From an optimization exercise on the open Yosys and OpenROAD flow, aimed at small area; shortcuts taken in it are not production practice.
The RTL was checked by simulation tests, not by an equivalence proof against the original design.
The clock port is modelled as an ideal driver; clocking choices that lean on that would not hold on a real chip.
Power figures rest on the tool's default switching activity, not on a simulated workload.

==> job 8875: inputs <==
==> flow/design.v <==
module apwm (
    input  wire        clk,
    input  wire        rst_n,
    input  wire        op_cfg,
    input  wire        op_start,
    input  wire        op_setduty,
    input  wire        op_irqen,
    input  wire        op_irqclr,
    input  wire [31:0] op_data,
    output wire        pwm_out,
    output wire        irq
);
    localparam [1:0] UNINIT = 2'd0, CONFIGURED = 2'd1, RUNNING = 2'd2;
    reg [1:0]  pstate;
    reg [15:0] top, div, cc, cc_act, ctr, pre;
    reg        wrap_if, wrap_ie;
    reg [1:0]  pstate_n;
    reg [15:0] top_n, div_n, cc_n, cc_act_n, ctr_n, pre_n;
    reg        wrap_if_n, wrap_ie_n;
    always @* begin
        pstate_n  = pstate;
        top_n     = top;
        div_n     = div;
        cc_n      = cc;
        cc_act_n  = cc_act;
        ctr_n     = ctr;
        pre_n     = pre;
        wrap_if_n = wrap_if;
        wrap_ie_n = wrap_ie;
        if (op_cfg) begin
            if (pstate == UNINIT && op_data[15:0] != 16'd0 && op_data[31:16] != 16'd0) begin
                top_n    = op_data[15:0];
                div_n    = op_data[31:16];
                pstate_n = CONFIGURED;
            end
        end
        if (op_start) begin
            if (pstate == CONFIGURED) begin
                pstate_n = RUNNING;
                ctr_n    = 16'd0;
                pre_n    = 16'd0;
                cc_act_n = cc;
            end
        end
        if (op_irqen) begin
            if (pstate != UNINIT)
                wrap_ie_n = op_data[0];
        end
        if (op_irqclr)
            wrap_if_n = 1'b0;
        if (pstate_n == RUNNING) begin
            if (pre_n == div_n - 16'd1) begin
                pre_n = 16'd0;
                if (ctr_n == top_n - 16'd1) begin
                    ctr_n     = 16'd0;
                    cc_act_n  = cc;
                    wrap_if_n = 1'b1;
                end else begin
                    ctr_n = ctr_n + 16'd1;
                end
            end else begin
                pre_n = pre_n + 16'd1;
            end
        end
        if (op_setduty) begin
            if (pstate != UNINIT)
                cc_n = op_data[15:0];
        end
    end
    always @(posedge clk or negedge rst_n) begin
        if (!rst_n) begin
            pstate  <= UNINIT;
            top     <= 16'd0;
            div     <= 16'd0;
            cc      <= 16'd0;
            cc_act  <= 16'd0;
            ctr     <= 16'd0;
            pre     <= 16'd0;
            wrap_if <= 1'b0;
            wrap_ie <= 1'b0;
        end else begin
            pstate  <= pstate_n;
            top     <= top_n;
            div     <= div_n;
            cc      <= cc_n;
            cc_act  <= cc_act_n;
            ctr     <= ctr_n;
            pre     <= pre_n;
            wrap_if <= wrap_if_n;
            wrap_ie <= wrap_ie_n;
        end
    end
    assign pwm_out = (pstate == RUNNING) && (ctr < cc_act);
    assign irq     = wrap_if & wrap_ie;
endmodule
module btn #(
    parameter HAS_PLAY = 1
) (
    input  wire       clk,
    input  wire       rst_n,
    input  wire       sample,
    input  wire       pin_n,
    input  wire       clear,
    output wire       edge_o,
    output wire       level,
    output wire       pressed,
    output wire [1:0] play
);
    localparam [1:0] IDLE = 2'd0, PLAYING = 2'd1, PAUSED = 2'd2;
    reg       s1, s2;
    reg       level_r, was_down, pressed_r;
    reg [1:0] play_r;
    wire p   = ~s2;                   
    wire hit = sample & p & ~was_down;
    always @(posedge clk or negedge rst_n) begin
        if (!rst_n) begin
            s1        <= 1'b1;
            s2        <= 1'b1;
            level_r   <= 1'b0;
            was_down  <= 1'b0;
            pressed_r <= 1'b0;
            play_r    <= PLAYING;
        end else begin
            if (sample) begin
                s2       <= s1;
                s1       <= pin_n;
                level_r  <= p;
                was_down <= p;
            end
            if (hit)
                pressed_r <= 1'b1;
            else if (clear)
                pressed_r <= 1'b0;
            if (HAS_PLAY && hit) begin
                case (play_r)
                    PLAYING: play_r <= PAUSED;
                    PAUSED:  play_r <= PLAYING;
                    default: play_r <= play_r;
                endcase
            end
        end
    end
    assign edge_o  = hit;
    assign level   = level_r;
    assign pressed = pressed_r;
    assign play    = HAS_PLAY ? play_r : 2'd0;
endmodule
module core_irq (
    input  wire clk,
    input  wire rst_n,
    input  wire irq_in,
    input  wire op_wfi,
    input  wire op_csenter,
    input  wire op_csexit,
    input  wire cs_bit,
    input  wire op_irqret,
    output wire imask,
    output wire inh,
    output wire waiting
);
    reg imask_r, inh_r, waiting_r;
    wire entry = irq_in & ~imask_r & ~inh_r;
    always @(posedge clk or negedge rst_n) begin
        if (!rst_n) begin
            imask_r   <= 1'b0;
            inh_r     <= 1'b0;
            waiting_r <= 1'b0;
        end else begin
            if (op_csenter)
                imask_r <= 1'b1;
            else if (op_csexit)
                imask_r <= cs_bit;
            if (entry)
                inh_r <= 1'b1;
            else if (op_irqret && inh_r)
                inh_r <= 1'b0;
            if (op_wfi)
                waiting_r <= 1'b1;
            else if (op_irqret && inh_r)
                waiting_r <= 1'b0;
        end
    end
    assign imask   = imask_r;
    assign inh     = inh_r;
    assign waiting = waiting_r;
endmodule
module dropstick_corea (
    input  wire        clk,
    input  wire        rst_n,
    input  wire        op_cfg,
    input  wire        op_start,
    input  wire        op_setduty,
    input  wire        op_irqen,
    input  wire        op_irqclr,
    input  wire [31:0] op_data,
    output wire        pwm_out,
    output wire        irq,
    input  wire        btn0_pin_n,
    input  wire        btn0_sample,
    input  wire        btn0_clear,
    output wire        btn0_edge,
    output wire        btn0_level,
    output wire        btn0_pressed,
    output wire [1:0]  btn0_play,
    input  wire        btn1_pin_n,
    input  wire        btn1_sample,
    input  wire        btn1_clear,
    output wire        btn1_edge,
    output wire        btn1_level,
    output wire        btn1_pressed,
    input  wire        core_wfi,
    input  wire        core_csenter,
    input  wire        core_csexit,
    input  wire        core_cs_bit,
    input  wire        core_irqret,
    output wire        core_imask,
    output wire        core_inh,
    output wire        core_waiting
);
    wire [1:0] btn1_play_unused;
    apwm u_apwm (
        .clk(clk), .rst_n(rst_n),
        .op_cfg(op_cfg), .op_start(op_start), .op_setduty(op_setduty),
        .op_irqen(op_irqen), .op_irqclr(op_irqclr), .op_data(op_data),
        .pwm_out(pwm_out), .irq(irq)
    );
    btn #(.HAS_PLAY(1)) u_btn0 (
        .clk(clk), .rst_n(rst_n),
        .sample(btn0_sample), .pin_n(btn0_pin_n), .clear(btn0_clear),
        .edge_o(btn0_edge), .level(btn0_level), .pressed(btn0_pressed),
        .play(btn0_play)
    );
    btn #(.HAS_PLAY(0)) u_btn1 (
        .clk(clk), .rst_n(rst_n),
        .sample(btn1_sample), .pin_n(btn1_pin_n), .clear(btn1_clear),
        .edge_o(btn1_edge), .level(btn1_level), .pressed(btn1_pressed),
        .play(btn1_play_unused)
    );
    core_irq u_core (
        .clk(clk), .rst_n(rst_n), .irq_in(irq),
        .op_wfi(core_wfi), .op_csenter(core_csenter), .op_csexit(core_csexit),
        .cs_bit(core_cs_bit), .op_irqret(core_irqret),
        .imask(core_imask), .inh(core_inh), .waiting(core_waiting)
    );
endmodule
==> flow/run.sh <==
#!/bin/bash
# synth_recipe.tcl (not shown) runs the flow's synth.tcl, then flattens the netlist and writes it again
# the make line also repeats each setting of config.mk as NAME=value (left out here)
make -C /OpenROAD-flow-scripts/flow DESIGN_CONFIG=/design/flow/config.mk WORK_HOME=/design/flow/orfs CLKGATE_MAP_FILE= SYNTH_SCRIPT=/design/flow/synth_recipe.tcl finish
==> flow/config.mk <==
export PLATFORM = sky130hd
export DESIGN_NAME = dropstick_corea
export DESIGN_NICKNAME = dropstick_corea
export VERILOG_FILES = /design/flow/design.v
export SDC_FILE = /design/flow/constraint.sdc
export NUM_CORES = 4
export LEC_CHECK = 0
export CAP_MARGIN = 20
export CORE_MARGIN = 2
export CORE_UTILIZATION = 40
export SLEW_MARGIN = 20
==> flow/constraint.sdc <==
create_clock -name core_clock -period 10.0 [get_ports {clk}]
set_input_delay 2.0000 -clock core_clock [delete_from_list [all_inputs] [get_ports {clk}]]
set_output_delay 2.0000 -clock core_clock [all_outputs]
set_load 0.01 [all_outputs]
==> job 6887: changes against job 8875 <==
--- a/flow/design.v
+++ b/flow/design.v
@@ -12,68 +12,18 @@
 );
-    localparam [1:0] UNINIT = 2'd0, CONFIGURED = 2'd1, RUNNING = 2'd2;
-    reg [1:0]  pstate;
-    reg [15:0] top, div, cc, cc_act, ctr, pre;
+    reg        cfgd, run;            
     reg        wrap_if, wrap_ie;
-    reg [1:0]  pstate_n;
-    reg [15:0] top_n, div_n, cc_n, cc_act_n, ctr_n, pre_n;
-    reg        wrap_if_n, wrap_ie_n;
-    always @* begin
-        pstate_n  = pstate;
-        top_n     = top;
-        div_n     = div;
-        cc_n      = cc;
-        cc_act_n  = cc_act;
-        ctr_n     = ctr;
-        pre_n     = pre;
-        wrap_if_n = wrap_if;
-        wrap_ie_n = wrap_ie;
-        if (op_cfg) begin
-            if (pstate == UNINIT && op_data[15:0] != 16'd0 && op_data[31:16] != 16'd0) begin
-                top_n    = op_data[15:0];
-                div_n    = op_data[31:16];
-                pstate_n = CONFIGURED;
-            end
-        end
-        if (op_start) begin
-            if (pstate == CONFIGURED) begin
-                pstate_n = RUNNING;
-                ctr_n    = 16'd0;
-                pre_n    = 16'd0;
-                cc_act_n = cc;
-            end
-        end
-        if (op_irqen) begin
-            if (pstate != UNINIT)
-                wrap_ie_n = op_data[0];
-        end
-        if (op_irqclr)
-            wrap_if_n = 1'b0;
-        if (pstate_n == RUNNING) begin
-            if (pre_n == div_n - 16'd1) begin
-                pre_n = 16'd0;
-                if (ctr_n == top_n - 16'd1) begin
-                    ctr_n     = 16'd0;
-                    cc_act_n  = cc;
-                    wrap_if_n = 1'b1;
-                end else begin
-                    ctr_n = ctr_n + 16'd1;
-                end
-            end else begin
-                pre_n = pre_n + 16'd1;
-            end
-        end
-        if (op_setduty) begin
-            if (pstate != UNINIT)
-                cc_n = op_data[15:0];
-        end
-    end
+    reg [15:0] top, div, cc, pre_dn, ctr_dn, hi_dn;
+    wire uninit = ~cfgd;
+    wire run_n  = run | (cfgd & op_start);
+    wire pre_end = (pre_dn == 16'd1);
+    wire ctr_end = (ctr_dn == 16'd1);
+    wire wrap   = run_n & pre_end & ctr_end;
+    wire hi_nz  = (hi_dn != 16'd0);
+    wire [15:0] top_n = uninit ? op_data[15:0]  : top;
+    wire [15:0] div_n = uninit ? op_data[31:16] : div;
+    wire [15:0] cc_n  = uninit ? 16'd0 : (op_setduty ? op_data[15:0] : cc);
     always @(posedge clk or negedge rst_n) begin
         if (!rst_n) begin
-            pstate  <= UNINIT;
-            top     <= 16'd0;
-            div     <= 16'd0;
-            cc      <= 16'd0;
-            cc_act  <= 16'd0;
-            ctr     <= 16'd0;
-            pre     <= 16'd0;
+            cfgd    <= 1'b0;
+            run     <= 1'b0;
             wrap_if <= 1'b0;
@@ -81,14 +31,33 @@
         end else begin
-            pstate  <= pstate_n;
-            top     <= top_n;
-            div     <= div_n;
-            cc      <= cc_n;
-            cc_act  <= cc_act_n;
-            ctr     <= ctr_n;
-            pre     <= pre_n;
-            wrap_if <= wrap_if_n;
-            wrap_ie <= wrap_ie_n;
+            if (uninit && op_cfg && op_data[15:0] != 16'd0 && op_data[31:16] != 16'd0)
+                cfgd <= 1'b1;
+            run <= run_n;
+            if (op_irqen && cfgd)
+                wrap_ie <= op_data[0];
+            if (wrap)
+                wrap_if <= 1'b1;
+            else if (op_irqclr)
+                wrap_if <= 1'b0;
         end
     end
-    assign pwm_out = (pstate == RUNNING) && (ctr < cc_act);
+    always @(posedge clk) begin
+        top <= top_n;
+        div <= div_n;
+        cc  <= cc_n;
+        if (!run_n || pre_end)
+            pre_dn <= div_n;
+        else
+            pre_dn <= pre_dn - 16'd1;
+        if (!run_n || (pre_end && ctr_end))
+            ctr_dn <= top_n;
+        else if (pre_end)
+            ctr_dn <= ctr_dn - 16'd1;
+        if (!run_n)
+            hi_dn <= cc_n;
+        else if (wrap)
+            hi_dn <= cc;
+        else if (pre_end && hi_nz)
+            hi_dn <= hi_dn - 16'd1;
+    end
+    assign pwm_out = run & hi_nz;
     assign irq     = wrap_if & wrap_ie;
@@ -108,22 +77,16 @@
 );
-    localparam [1:0] IDLE = 2'd0, PLAYING = 2'd1, PAUSED = 2'd2;
-    reg       s1, s2;
-    reg       level_r, was_down, pressed_r;
-    reg [1:0] play_r;
-    wire p   = ~s2;                   
-    wire hit = sample & p & ~was_down;
+    reg s1, s2, level_r, pressed_r, paused;
+    wire hit = sample & s2 & ~level_r;
     always @(posedge clk or negedge rst_n) begin
         if (!rst_n) begin
-            s1        <= 1'b1;
-            s2        <= 1'b1;
+            s1        <= 1'b0;
+            s2        <= 1'b0;
             level_r   <= 1'b0;
-            was_down  <= 1'b0;
             pressed_r <= 1'b0;
-            play_r    <= PLAYING;
+            paused    <= 1'b0;
         end else begin
             if (sample) begin
-                s2       <= s1;
-                s1       <= pin_n;
-                level_r  <= p;
-                was_down <= p;
+                s2      <= s1;
+                s1      <= ~pin_n;
+                level_r <= s2;
             end
@@ -133,9 +96,4 @@
                 pressed_r <= 1'b0;
-            if (HAS_PLAY && hit) begin
-                case (play_r)
-                    PLAYING: play_r <= PAUSED;
-                    PAUSED:  play_r <= PLAYING;
-                    default: play_r <= play_r;
-                endcase
-            end
+            if (HAS_PLAY && hit)
+                paused <= ~paused;
         end
@@ -145,3 +103,3 @@
     assign pressed = pressed_r;
-    assign play    = HAS_PLAY ? play_r : 2'd0;
+    assign play    = HAS_PLAY ? {paused, ~paused} : 2'd0;
 endmodule
==> flow/flow/run.sh (new file) <==
#!/bin/bash
# Own layout flow: the standard flow (standard.sh, which runs the standard
# synthesis unchanged), with
#  - the port buffers made of the smallest buffer cell instead of clkdlybuf4s50_1,
#  - a clock tree of clkbuf_8 without dummy loads,
#  - cells on paths with spare slack downsized after placement and after CTS.
# Each tool's full output goes to ORFS's own logs (orfs/logs/...) and to
# flow_standard.log in the work folder.
set -uo pipefail
here=$(cd "$(dirname "$0")" && pwd)
export BUFFER_PORTS_ARGS="-buffer_cell sky130_fd_sc_hd__buf_1"
export CTS_ARGS="-sink_clustering_enable -repair_clock_nets -buf_list sky130_fd_sc_hd__clkbuf_8 -dont_use_dummy_load"
export POST_RESIZE_TCL="$here/recover.tcl"
export POST_CTS_TCL="$here/recover.tcl"
bash standard.sh > flow_standard.log 2>&1
==> flow/flow/recover.tcl (new file) <==
# Downsize cells on paths with spare setup slack (area/power recovery).
repair_timing -recover_power 100 -verbose
==> flow/standard.sh (new file) <==
#!/bin/bash
# synth_recipe.tcl (not shown) runs the flow's synth.tcl, then flattens the netlist and writes it again
# the make line also repeats each setting of config.mk as NAME=value (left out here)
make -C /OpenROAD-flow-scripts/flow DESIGN_CONFIG=/design/flow/config.mk WORK_HOME=/design/flow/orfs CLKGATE_MAP_FILE= SYNTH_SCRIPT=/design/flow/synth_recipe.tcl "${@:-finish}"
removed: flow/run.sh
==> results.txt <==
Simple-gate share of the synthesized area: job 6887 17.0%; job 8875 24.5%
Number of synthesized flops with an enable pin: job 6887 32; job 8875 0
Internal portion of total power: job 6887 666 uW; job 8875 1000 uW
Number of well taps: job 6887 172; job 8875 229
Crit. End Element: job 6887 output pin; job 8875 register
Fin Hold WS: job 6887 478 ps; job 8875 474 ps
Total wirelength of the detailed-routed design: job 6887 10.5 mm; job 8875 19.8 mm
Syn_nets: job 6887 538; job 8875 893
Result of the run: job 6887 timing/DRC/antenna clean; job 8875 timing/DRC/antenna clean
Non-clk bufs: job 6887 67; job 8875 69
Post-synthesis instance area: job 6887 0.00511 mm2; job 8875 0.00742 mm2
Via density per instance: job 6887 5.09; job 8875 5.61
Vias in the first global route: job 6887 3,483; job 8875 6,029
Cell area power density: job 6887 160 mW/mm2; job 8875 153 mW/mm2
Post-synthesis mux area share: job 6887 12.8%; job 8875 9.61%
Switching share of power: job 6887 25.6%; job 8875 26.1%

-- afterwards: timing with drivers on the ports --
No port has a modelled driver above. Below, the same layouts with a new extraction and two added sets of constraints. Step 1, drivers: a clkbuf_16 drives clk and a buf_2 each remaining input, both assumed. Step 2 moves the port delays by t, midway between the first and last clock arrival at a register: inputs arrive t later, outputs are due t later. That takes back most of the time a late clock gives input paths. Slacks: ideal ports / drivers / drivers and shift; pairs: ideal ports / drivers.
run | shift t [ns] | slack for setup (ns) | latest minus earliest clock arrival (ns)
job 8875 | 0.460 | 2.039 / 2.056 / 1.597 | 0.011 / 0.011
job 6887 | 0.404 | 5.411 / 5.389 / 5.389 | 0.028 / 0.028
After both steps every run listed still meets setup and hold. For job 8875, which loses most, drivers alone change the setup slack by +0.017 ns; drivers and shift together by -0.442 ns.
